What follows belongs to an exercise in optimizing a design on an open flow for small area, a short achievable clock period and few clock cycles; a production flow would make more cautious choices. At most, simulation tests tie the RTL to the original design; equivalence was not proved. Power and IR drop assume default switching activity.

==> sierra: inputs <==
==> flow/design.v (excerpt) <==
module rsu_radix (
    input  wire        clk,
    input  wire        rst,         
    input  wire        start,
    input  wire [7:0]  cmd,         
    input  wire [15:0] len,         
    input  wire [63:0] val,         
    output wire        ready,
    input  wire        in_valid,
    input  wire [7:0]  in_data,
    output wire        in_ready,
    output wire        out_valid,
    output wire [7:0]  out_data,
    input  wire        out_ready,
    output reg         done,
    output wire [2:0]  err,
    output wire [15:0] out_len,
    output reg  [63:0] res          
);
    localparam [4:0] OP_BIN_ENC     = 5'h01,
                     OP_BIN_DEC     = 5'h02,
                     OP_BIN_ENC_INT = 5'h03,
                     OP_BIN_DEC_INT = 5'h04,
                     OP_HEX_ENC     = 5'h05,
                     OP_HEX_DEC     = 5'h06,
                     OP_HEX_ENC_INT = 5'h07,
                     OP_HEX_DEC_INT = 5'h08,
                     OP_B64_ENC     = 5'h09,
                     OP_B64_DEC     = 5'h0A;
    wire [4:0] cmd_op = cmd[4:0];
    reg        cmd_legal;
    always @(*) begin
        case (cmd_op)
            OP_BIN_ENC, OP_HEX_ENC:             cmd_legal = (cmd[7:6] == 2'b00);
            OP_BIN_ENC_INT, OP_HEX_ENC_INT:     cmd_legal = 1'b1;
            OP_BIN_DEC_INT, OP_HEX_DEC_INT:     cmd_legal = (cmd[5] == 1'b0);
            OP_BIN_DEC, OP_HEX_DEC,
            OP_B64_ENC, OP_B64_DEC:             cmd_legal = (cmd[7:5] == 3'b000);
            default:                            cmd_legal = 1'b0;
        endcase
    end
    wire cmd_int_enc = (cmd_op == OP_BIN_ENC_INT) || (cmd_op == OP_HEX_ENC_INT);
    wire cmd_badlen  = (len > 16'd4096) && !cmd_int_enc;
    wire cmd_bin = (cmd_op == OP_BIN_ENC) || (cmd_op == OP_BIN_DEC) ||
                   (cmd_op == OP_BIN_ENC_INT) || (cmd_op == OP_BIN_DEC_INT);
    wire cmd_hex = (cmd_op == OP_HEX_ENC) || (cmd_op == OP_HEX_DEC) ||
                   (cmd_op == OP_HEX_ENC_INT) || (cmd_op == OP_HEX_DEC_INT);
  ...
clock: 8.0 ns
lec_check: 0
cap_margin: 20
core_margin: 2
core_utilization: 40
slew_margin: 20
standard.sh (not shown) runs the stock make flow with config.mk's settings and CLKGATE_MAP_FILE= SYNTH_SCRIPT=/design/flow/synth_recipe.tcl, a recipe that flattens the netlist after the stock synthesis.
==> flow/flow/run.sh <==
#!/bin/bash
# Standard ORFS layout (standard synthesis unchanged), with the port buffers
# made of the smallest plain buffer instead of the default choice.
set -euo pipefail
bash standard.sh BUFFER_PORTS_ARGS="-buffer_cell sky130_fd_sc_hd__buf_1" finish > orfs_flow.log 2>&1
==> inputs of lagoon, as changes to sierra <==
--- a/flow/design.v
+++ b/flow/design.v
@@ -50,68 +50,70 @@
                    (cmd_op == OP_B64_DEC);
     wire cmd_int = (cmd_op == OP_BIN_ENC_INT) || (cmd_op == OP_HEX_ENC_INT) ||
                    (cmd_op == OP_BIN_DEC_INT) || (cmd_op == OP_HEX_DEC_INT);
     reg        idle;         
     reg        m_bin, m_hex, m_b64, m_dec, m_int, m_delim;
     reg [1:0]  wsel;
     reg [12:0] rem;          
+    reg        t0;           
     reg [7:0]  ib;           
     reg        ib_v;
     reg [63:0] sh;           
     reg [11:0] bbuf;         
     reg [3:0]  bcnt;         
     reg        first;        
+    reg        sp;           
     reg [7:0]  acc;          
     reg [2:0]  dc;           
     reg        bad;          
     reg        eqs;          
     reg [1:0]  qc;           
     reg [15:0] outcnt;       
     reg [2:0]  err_r;
     reg        olz;          
     reg        ov, sv;       
     reg [7:0]  od, sd;
-    wire rem0   = (rem == 13'd0);
-    wire remgt1 = |rem[12:1];
+    wire remhi  = |rem[12:1];
+    wire more   = remhi || (rem[0] && !t0);    
     wire run    = !idle;
     wire cango  = run && !sv;           
     wire enc    = !m_dec;
     reg  [7:0] wbyte;                   
     always @(*) begin
         case (wsel)
             2'd0:    wbyte = sh[7:0];
             2'd1:    wbyte = sh[15:8];
             2'd2:    wbyte = sh[31:24];
             default: wbyte = sh[63:56];
         endcase
     end
-    wire [7:0] ebyte = m_int ? wbyte : ib;
-    wire       eavail = m_int ? !rem0 : ib_v;
-    wire       need  = m_bin ? (bcnt == 4'd0) :
-                       m_hex ? (bcnt[3:2] == 2'b00) :
-                               (bcnt < 4'd6);
-    wire       ins   = cango && enc && need && eavail;
-    wire [11:0] bnew = {ebyte, 4'd0} >> bcnt[2:1] >> bcnt[2:1];    
-    wire [11:0] beff = ins ? (bbuf | bnew) : bbuf;
-    wire [3:0]  neff = ins ? (bcnt + 4'd8) : bcnt;
-    wire        e_sp   = ins && m_delim && !first;
-    wire        e_bits = m_bin ? (neff != 4'd0) :
-                         m_hex ? (neff[3:2] != 2'b00) :
-                                 (neff >= 4'd6);
-    wire        e_fl   = m_b64 && rem0 && (bcnt != 4'd0);           
-    wire        e_pad  = m_b64 && rem0 && (bcnt == 4'd0) && (outcnt[1:0] != 2'd0);
-    wire        e_push = cango && enc && (e_sp || e_bits || e_fl || e_pad);
-    wire [3:0] hnib = beff[11:8];
-    wire [5:0] sext = beff[11:6];
+    wire       have  = m_bin ? (bcnt != 4'd0) :
+                       m_hex ? (bcnt[3:2] != 2'b00) :
+                               (bcnt >= 4'd6);
+    wire       e_bits = have && !sp;
+    wire       e_fl   = m_b64 && !more && !have && (bcnt != 4'd0);    
+    wire       e_pad  = m_b64 && !more && (bcnt == 4'd0) && (outcnt[1:0] != 2'd0);
+    wire       e_push = cango && enc && (sp || have || e_fl || e_pad);
+    wire       want  = cango && enc && more &&
+                       (sp ? 1'b0 :
+                        have ? (m_bin ? (bcnt == 4'd1) : m_hex ? (bcnt == 4'd4) : (bcnt != 4'd12))
+                             : 1'b1);
+    wire [3:0] esz   = m_bin ? 4'd1 : m_hex ? 4'd4 : 4'd6;
+    wire [3:0] rbits = e_bits ? (bcnt - esz) : (e_fl ? 4'd0 : bcnt);    
+    wire [11:0] bkeep = e_bits ? (bbuf << esz) : (e_fl ? 12'd0 : bbuf);
+    wire [7:0] ebyte = m_int ? wbyte : in_data;
+    wire [11:0] bnew  = {ebyte, 4'd0} >> rbits[2:1] >> rbits[2:1];     
+    wire [3:0] hnib = bbuf[11:8];
+    wire [5:0] sext = bbuf[11:6];
     reg  [7:0] echar;
     always @(*) begin
-        if (e_sp)
+        if (sp)
             echar = 8'h20;
         else if (m_bin)
-            echar = {7'b0011000, beff[11]};
+            echar = {7'b0011000, bbuf[11]};
         else if (m_hex)
             echar = (hnib < 4'd10) ? {4'h3, hnib} : ({4'h0, hnib} + 8'h37);
         else if (e_pad)
             echar = 8'h3D;
         else if (sext < 6'd26)
             echar = {2'b00, sext} + 8'h41;
         else if (sext < 6'd52)
@@ -119,15 +121,14 @@
         else if (sext < 6'd62)
             echar = {2'b00, sext} - 8'd4;
         else if (sext == 6'd62)
             echar = 8'h2B;
         else
             echar = 8'h2F;
     end
-    wire [3:0] esz = m_bin ? 4'd1 : m_hex ? 4'd4 : 4'd6;
     wire [7:0] c = ib;
     wire is_space = (c == 8'h20);
     wire is_bin   = (c[7:1] == 7'b0011000);
     wire is_digit = (c[7:4] == 4'h3) && (c[3:0] <= 4'h9);
     wire is_af    = (c[7:6] == 2'b01) && (c[4:3] == 2'b00) && (c[2:0] != 3'd0) && (c[2:0] != 3'd7);
     wire hex_ok   = is_digit || is_af;
     wire [3:0] hex_val = is_digit ? c[3:0] : (c[3:0] + 4'd9);
@@ -168,19 +169,20 @@
     wire d_push = dcons && d_byte && !m_int;        
     wire d_int  = dcons && d_byte && m_int;         
     wire       push  = e_push || d_push;
     wire [7:0] pdata = m_dec ? dbyte : echar;
     assign out_valid = ov;
     assign out_data  = od;
     assign ready     = idle;
-    wire consume = enc ? ins : dcons;
-    assign in_ready = idle || (run && !(m_int && !m_dec) &&
-                               (ib_v ? (remgt1 && consume) : !rem0));
+    assign in_ready = idle || (run && more && !(m_int && !m_dec) &&
+                               (m_dec ? (!ib_v || !sv) : want));
     wire take = in_valid && in_ready;
-    wire fin_clear = rem0 && (m_dec || ((bcnt == 4'd0) && (!m_b64 || outcnt[1:0] == 2'd0)));
+    wire ins  = m_dec ? 1'b0 : m_int ? want : take;    
+    wire used = (m_int && !m_dec) ? ins : take;                
+    wire fin_clear = !more && (m_dec ? !ib_v : ((bcnt == 4'd0) && !sp && (!m_b64 || outcnt[1:0] == 2'd0)));
     wire fin = run && fin_clear && !sv && (!ov || out_ready);
     wire [3:0] wbytes = 4'd1 << wsel;
     reg        inval;
     always @(*) begin
         if (m_bin)      inval = bad || (dc != 3'd0);
         else if (m_hex) inval = bad || dc[0];
         else            inval = bad || (dc[1:0] == 2'd1) ||
@@ -239,50 +241,50 @@
             m_hex   <= cmd_hex;
             m_b64   <= !cmd_bin && !cmd_hex;
             m_dec   <= cmd_dec;
             m_int   <= cmd_int;
             m_delim <= cmd[5];
             wsel    <= cmd[7:6];
             rem     <= cmd_int_enc ? ({9'd0, 4'd1 << cmd[7:6]}) : len[12:0];
+            t0      <= !cmd_int_enc && in_valid;
             sh      <= val;
-            bbuf    <= 12'd0;
-            bcnt    <= 4'd0;
-            first   <= 1'b1;
+            bbuf    <= {in_data & {8{!cmd_int_enc && in_valid}}, 4'd0};
+            bcnt    <= (!cmd_int_enc && in_valid) ? 4'd8 : 4'd0;
+            first   <= !(!cmd_int_enc && in_valid);
+            sp      <= 1'b0;
             dc      <= 3'd0;
             bad     <= 1'b0;
             eqs     <= 1'b0;
             qc      <= 2'd0;
             outcnt  <= 16'd0;
             ib      <= in_data;
             ib_v    <= start && in_valid;
         end else begin
-            if (take) begin
-                ib   <= in_data;
-                ib_v <= 1'b1;
-            end else if (consume) begin
-                ib_v <= 1'b0;
-            end
-            if (consume)
+            if (used)
                 rem <= rem - 13'd1;
             if (push || d_int)
                 outcnt <= outcnt + 16'd1;
-            if (ins) begin
-                first <= 1'b0;
-                if (m_int) sh <= {sh[55:0], 8'd0};
-            end
             if (cango && enc) begin
-                if (e_sp) begin
-                    bbuf <= beff;
-                    bcnt <= neff;
-                end else if (e_bits) begin
-                    bbuf <= beff << esz;
-                    bcnt <= neff - esz;
-                end else if (e_fl) begin
-                    bbuf <= 12'd0;
-                    bcnt <= 4'd0;
+                bbuf <= ins ? (bkeep | bnew) : bkeep;
+                bcnt <= ins ? (rbits + 4'd8) : rbits;
+                if (ins) begin
+                    first <= 1'b0;
+                    sp    <= m_delim && !first;
+                end else if (sp) begin
+                    sp    <= 1'b0;
+                end
+                if (ins && m_int)
+                    sh <= {sh[55:0], 8'd0};
+            end
+            if (m_dec) begin
+                if (take) begin
+                    ib   <= in_data;
+                    ib_v <= 1'b1;
+                end else if (dcons) begin
+                    ib_v <= 1'b0;
                 end
             end
             if (dcons) begin
                 if (m_bin) begin
                     if (is_bin) begin
                         acc <= {acc[6:0], c[0]};
                         dc  <= dc + 3'd1;
Settings changed: CORE_UTILIZATION 40 to 60, CTS_BUF_LIST set to sky130_fd_sc_hd__clkbuf_2 sky130_fd_sc_hd__clkbuf_4, SETUP_SLACK_MARGIN set to 4.5.
==> inputs of umber, as changes to sierra <==
==> flow/run.sh (new file) <==
#!/bin/bash
# synth_recipe.tcl (not shown) runs the flow's synth.tcl, then flattens the netlist and writes it again
# the make line also repeats each setting of config.mk as NAME=value (left out here)
make -C /OpenROAD-flow-scripts/flow DESIGN_CONFIG=/design/flow/config.mk WORK_HOME=/design/flow/orfs CLKGATE_MAP_FILE= SYNTH_SCRIPT=/design/flow/synth_recipe.tcl finish
removed: flow/flow/run.sh
removed: flow/standard.sh
==> comparison <==
In synthesized cell count, sierra and umber do not differ. In lagoon the sequential cell count is higher than in sierra, by 2. Cell area: sierra < lagoon < umber. Fmax, highest first: lagoon, sierra, umber. Worst hold slack, lowest first: sierra, umber, lagoon.
==> figures <==
| metric | lagoon | sierra | umber |
|---|---|---|---|
| Register bit count reported by yosys | 230 | 228 | 228 |
| Endpoint arrival time on the critical path | 2.26 ns | 4.90 ns | 3.19 ns |
| Placeable core region | 21,200 um^2 | 31,400 um^2 | 31,400 um^2 |
| Average routed wire per standard cell | 20.0 um | 19.2 um | 19.7 um |
| Clock group share of total power | 0.390 | 0.441 | 0.439 |
| Leading cell type in the layout, fill and taps excluded | sky130_fd_sc_hd__buf_1 | sky130_fd_sc_hd__nand2_1 | sky130_fd_sc_hd__nand2_1 |
| Register area | 5310 um^2 | 5130 um^2 | 5130 um^2 |
| Most frequent cell after synthesis | sky130_fd_sc_hd__dfxtp_1 | sky130_fd_sc_hd__nand2_1 | sky130_fd_sc_hd__nand2_1 |
| EDFF count, synth | 70 | 56 | 56 |
| Clk slew on worst S/H paths | 0.07 ns | 0.06 ns | 0.07 ns |
| Drt total wl | 39,400 um | 38,900 um | 40,000 um |
| Run status | finished clean | finished clean | finished clean |
Testbench counts of sierra, summed over its fixed seeds: cycles 29,962.
Testbench counts of umber, summed over its fixed seeds: cycles 29,962.
Function not checked in lagoon: the RTL went through the layout flow alone.

## port drivers added, routing unchanged
In the flow no input, the clock included, has a driving cell. The finished layouts below were timed again as built, in two steps. Step 1: set_driving_cell puts a clkbuf_16 on clk and a buf_2 on each other input, an assumption about the parent block. Step 2 adds t to the input delays and takes it off the output delays; t is the mean of the earliest and latest rising clock arrival at the registers after step 1. Input paths then give back, and output paths get back, about the clock's delay inside the block. a / b / c = ideal / step 1 / step 2; a / b = the first two.
run	shift t [ns]	setup WS [ns]	worst setup path at the end	slew at the worst register clock pin (ns)
sierra	0.587	3.391 / 3.391 / 3.391	register to register	0.06 / 0.06
lagoon	0.746	4.141 / 4.095 / 4.115	input to register	0.09 / 0.09
umber	0.585	3.213 / 3.159 / 3.418	register to register	0.07 / 0.07
After both steps setup and hold are still met in every run listed. For lagoon, which loses most, drivers alone change the setup slack by -0.046 ns; drivers and shift together by -0.026 ns.
